This design comes from an exercise in tuning for small area, a short achievable clock period and few clock cycles on the open sky130 flow, not from production work. Only simulation tests tie the RTL to the original design; equivalence was not proved. The flow treats the clock pin as an ideal source, which a real chip does not have. Power and IR drop assume default switching activity.

==> flow/design.v (excerpt) <==
module blabel2_enc (
    input  wire        clk,
    input  wire        rst,
    input  wire        reg_wr,
    input  wire [7:0]  reg_addr,
    input  wire [31:0] reg_wdata,
    output wire [31:0] reg_rdata,
    output wire        busy,
    output wire        done,
    output wire        error,
    output wire        pix_req,
    output wire [15:0] pix_x,
    output wire [15:0] pix_y,
    input  wire        pix_ack,
    input  wire [7:0]  pix_r,
    input  wire [7:0]  pix_g,
    input  wire [7:0]  pix_b,
    output wire        out_valid,
    output reg  [7:0]  out_data,
    output wire        out_last,
    input  wire        out_ready
);
Size in the first run: roughly 770 cells after synthesis, roughly 110 flip-flops, about 150 I/O pins, about 6200 sq um of cells after synthesis.
clock: 10.0 ns
lec_check: 0
cap_margin: 20
core_margin: 2
core_utilization: 40
setup_slack_margin: 4.5
slew_margin: 20
standard.sh (not shown) runs the stock make flow with config.mk's settings and CLKGATE_MAP_FILE= SYNTH_SCRIPT=/design/flow/synth_recipe.tcl, a recipe that flattens the netlist after the stock synthesis.
==> flow/flow/run.sh <==
#!/bin/bash
# Own layout flow: the standard ORFS flow (standard.sh) with
#  - synthesis through flow/synth.tcl (per-module ABC scripts, hierarchy kept
#    through ABC and flattened after, as synth_recipe.tcl does),
#  - port buffers of a given cell (BUFFER_PORTS_ARGS) instead of the default,
#  - clock tree options (CTS_ARGS) in place of ORFS's, and a post-CTS step
#    (flow/post_cts.tcl, if present) that upsizes clock buffers with slow edges.
# The make output goes to flow_make.log; ORFS keeps each step's log under orfs/logs.
set -euo pipefail
here=$(pwd)
export OWN_ABC_SCRIPT=$here/flow/abc_area.script
export OWN_ABC_RD=$here/flow/abc_rd.script
export OWN_CLK_SLEW_LIMIT_PS=90
bash standard.sh SYNTH_SCRIPT=$here/flow/synth.tcl SYNTH_HIERARCHICAL=1 \
  "BUFFER_PORTS_ARGS=-buffer_cell sky130_fd_sc_hd__buf_1" \
  "CTS_ARGS=-sink_clustering_enable -repair_clock_nets -buf_list sky130_fd_sc_hd__clkbuf_4 -dont_use_dummy_load"  "POST_CTS_TCL=$here/flow/post_cts.tcl" \
  finish > $here/flow_make.log 2>&1
==> flow/flow/abc_rd.script <==
strash
dch -f
map -B 0.9
topo
buffer -c
upsize -c
dnsize -c
==> flow/flow/post_cts.tcl <==
# After CTS: upsize any clock buffer whose output slew (placement parasitics)
# exceeds a limit, so every flip-flop clock pin keeps a fast edge, then
# legalize the placement again.
estimate_parasitics -placement
set limit [expr {$::env(OWN_CLK_SLEW_LIMIT_PS) * 1e-3}]
set resized 0
foreach inst [get_cells -filter "ref_name == sky130_fd_sc_hd__clkbuf_4"] {
  set out [get_pins -of_objects $inst -filter "direction == output"]
  if {[get_property $out slew_max] > $limit} {
    replace_cell $inst [get_lib_cells sky130_fd_sc_hd__clkbuf_8]
    incr resized
  }
}
puts "own post-CTS hook: upsized $resized clock buffers"
if {$resized > 0} {
  detailed_placement
  estimate_parasitics -placement
}
==> flow/flow/synth.tcl <==
# The standard flow's synthesis (synth_recipe.tcl) with one change: ABC maps the top
# module with an area-oriented script (OWN_ABC_SCRIPT) and the register read
# port, module blabel2_rd (logic only), with OWN_ABC_RD if set, else with
# ORFS's own speed script. Registers are mapped before ABC runs, so they
# are the same as the standard flow's.
proc synth {args} { yosys synth -nofsm -noshare {*}$args }
proc abc {args} {
  set i [lsearch -exact $args -script]
  set area [lreplace $args [expr {$i+1}] [expr {$i+1}] $::env(OWN_ABC_SCRIPT)]
  yosys abc {*}$area blabel2_enc
  if {[info exists ::env(OWN_ABC_RD)]} {
    set args [lreplace $args [expr {$i+1}] [expr {$i+1}] $::env(OWN_ABC_RD)]
  }
  yosys abc {*}$args blabel2_rd
}
source $::env(SCRIPTS_DIR)/synth.tcl
# left out here: clear keep_hierarchy, flatten, clean up, hide names made inside functions, write 1_2_yosys.v
Other scripts of this flow, unchanged in this note and not shown: flow/flow/abc_area.script
The baseline finished clean.
Testbench counts at the start, summed over its fixed seeds: cycles 240,949.
Then changed:
==> flow/flow/run.sh (replaced) <==
#!/bin/bash
# Own layout flow: the standard ORFS flow (standard.sh) with
#  - synthesis through flow/synth.tcl (per-module ABC scripts, hierarchy kept
#    through ABC and flattened after, as synth_recipe.tcl does),
#  - port buffers of a given cell (BUFFER_PORTS_ARGS) instead of the default.
# The make output goes to flow_make.log; ORFS keeps each step's log under orfs/logs.
set -euo pipefail
here=$(pwd)
export OWN_ABC_SCRIPT=$here/flow/abc_area.script
bash standard.sh SYNTH_SCRIPT=$here/flow/synth.tcl SYNTH_HIERARCHICAL=1 \
  "BUFFER_PORTS_ARGS=-buffer_cell sky130_fd_sc_hd__buf_2" finish > $here/flow_make.log 2>&1
--- a/flow/flow/synth.tcl
+++ b/flow/flow/synth.tcl
@@ -2,4 +2,3 @@
-# module with an area-oriented script (OWN_ABC_SCRIPT) and the register read
-# port, module blabel2_rd (logic only), with OWN_ABC_RD if set, else with
-# ORFS's own speed script. Registers are mapped before ABC runs, so they
-# are the same as the standard flow's.
+# module with the area-oriented script beside this file, and the register
+# read port (module blabel2_rd, logic only) with ORFS's own speed script.
+# Registers are mapped before ABC runs, so they are the same as the standard flow's.
@@ -11,3 +9,0 @@
-  if {[info exists ::env(OWN_ABC_RD)]} {
-    set args [lreplace $args [expr {$i+1}] [expr {$i+1}] $::env(OWN_ABC_RD)]
-  }
--- a/flow/config.mk
+++ b/flow/config.mk
@@ -10,0 +11,2 @@
+export CTS_BUF_LIST = sky130_fd_sc_hd__clkbuf_4
+export CTS_CLUSTER_SIZE = 10
removed: flow/flow/abc_rd.script
removed: flow/flow/post_cts.tcl
Result: The new run went through all stages and came out clean; synthesized area came out lower by 4.7%; worst setup slack is worse by 0.015 ns; wire length is lower by about 1.5%; sequential power stays flat; power rises by 12%; via count goes down by 1.7%; cell area went down by 0.34%.
Then changed:
--- a/flow/flow/run.sh
+++ b/flow/flow/run.sh
@@ -5 +5,2 @@
-#  - port buffers of a given cell (BUFFER_PORTS_ARGS) instead of the default.
+#  - port buffers of a given cell (BUFFER_PORTS_ARGS) instead of the default,
+#  - clock tree options (CTS_ARGS) in place of ORFS's.
@@ -11 +12,3 @@
-  "BUFFER_PORTS_ARGS=-buffer_cell sky130_fd_sc_hd__buf_2" finish > $here/flow_make.log 2>&1
+  "BUFFER_PORTS_ARGS=-buffer_cell sky130_fd_sc_hd__buf_1" \
+  "CTS_ARGS=-sink_clustering_enable -repair_clock_nets -buf_list sky130_fd_sc_hd__clkbuf_4 -dont_use_dummy_load"  \
+  finish > $here/flow_make.log 2>&1
--- a/flow/config.mk
+++ b/flow/config.mk
@@ -11,2 +10,0 @@
-export CTS_BUF_LIST = sky130_fd_sc_hd__clkbuf_4
-export CTS_CLUSTER_SIZE = 10
Effect: Final area falls by a few percent. Routed wire length decreases by a few percent. Clock-buffer cell count does not change. Sequential share of layout area increases by 1.7 points. Worst setup slack improves by 0.0081 ns. Sequential power stays flat. Synthesized cell count is unchanged.
Then changed:
--- a/flow/flow/run.sh
+++ b/flow/flow/run.sh
@@ -5,2 +5 @@
-#  - port buffers of a given cell (BUFFER_PORTS_ARGS) instead of the default,
-#  - clock tree options (CTS_ARGS) in place of ORFS's.
+#  - port buffers of a given cell (BUFFER_PORTS_ARGS) instead of the default.
@@ -12,3 +11 @@
-  "BUFFER_PORTS_ARGS=-buffer_cell sky130_fd_sc_hd__buf_1" \
-  "CTS_ARGS=-sink_clustering_enable -repair_clock_nets -buf_list sky130_fd_sc_hd__clkbuf_4 -dont_use_dummy_load"  \
-  finish > $here/flow_make.log 2>&1
+  "BUFFER_PORTS_ARGS=-buffer_cell sky130_fd_sc_hd__buf_2" finish > $here/flow_make.log 2>&1
--- a/flow/config.mk
+++ b/flow/config.mk
@@ -10,0 +11,2 @@
+export CTS_BUF_LIST = sky130_fd_sc_hd__clkbuf_8
+export CTS_CLUSTER_SIZE = 20
Clock-buffer cell count came out higher by 4.
Maximum frequency stays flat.
Final area came out higher by 6.5%.
Non-clock buffer count came out lower by 1.

-- static timing again, ports no longer ideal --
In the flow no input, the clock included, has a driving cell. The finished layouts below were timed again as built, in two steps. Step 1 (the two cells are an assumption about what drives the block):
set clk [get_ports {clk}]
set_driving_cell -lib_cell sky130_fd_sc_hd__clkbuf_16 $clk
set_driving_cell -lib_cell sky130_fd_sc_hd__buf_2 [delete_from_list [all_inputs] $clk]
Step 2 times the ports against the registers' clock, not the clock port: input delays grow and output delays shrink by t, the midpoint of the rising clock arrivals with the driver on. Slacks: no drivers / after step 1 / after step 2; pairs: no drivers / after step 1.
| run | shift t [ns] | setup WS [ns] | worst setup path at the end | worst register clock-pin slew, ns | pins driven straight from the clock port |
|---|---|---|---|---|---|
| the first run | 0.452 | 4.633 / 4.613 / 4.613 | input to output | 0.09 / 0.09 | 1 |
| the second run | 0.570 | 4.618 / 4.599 / 4.538 | input to register | 0.12 / 0.12 | 1 |
| the third run | 0.545 | 4.626 / 4.606 / 4.441 | input to register | 0.11 / 0.11 | 1 |
| the fourth run | 0.474 | 4.632 / 4.613 / 4.520 | input to register | 0.08 / 0.08 | 1 |
After both steps every run listed still meets setup and hold. For the third run, which loses most, drivers alone change the setup slack by -0.020 ns; drivers and shift together by -0.185 ns.
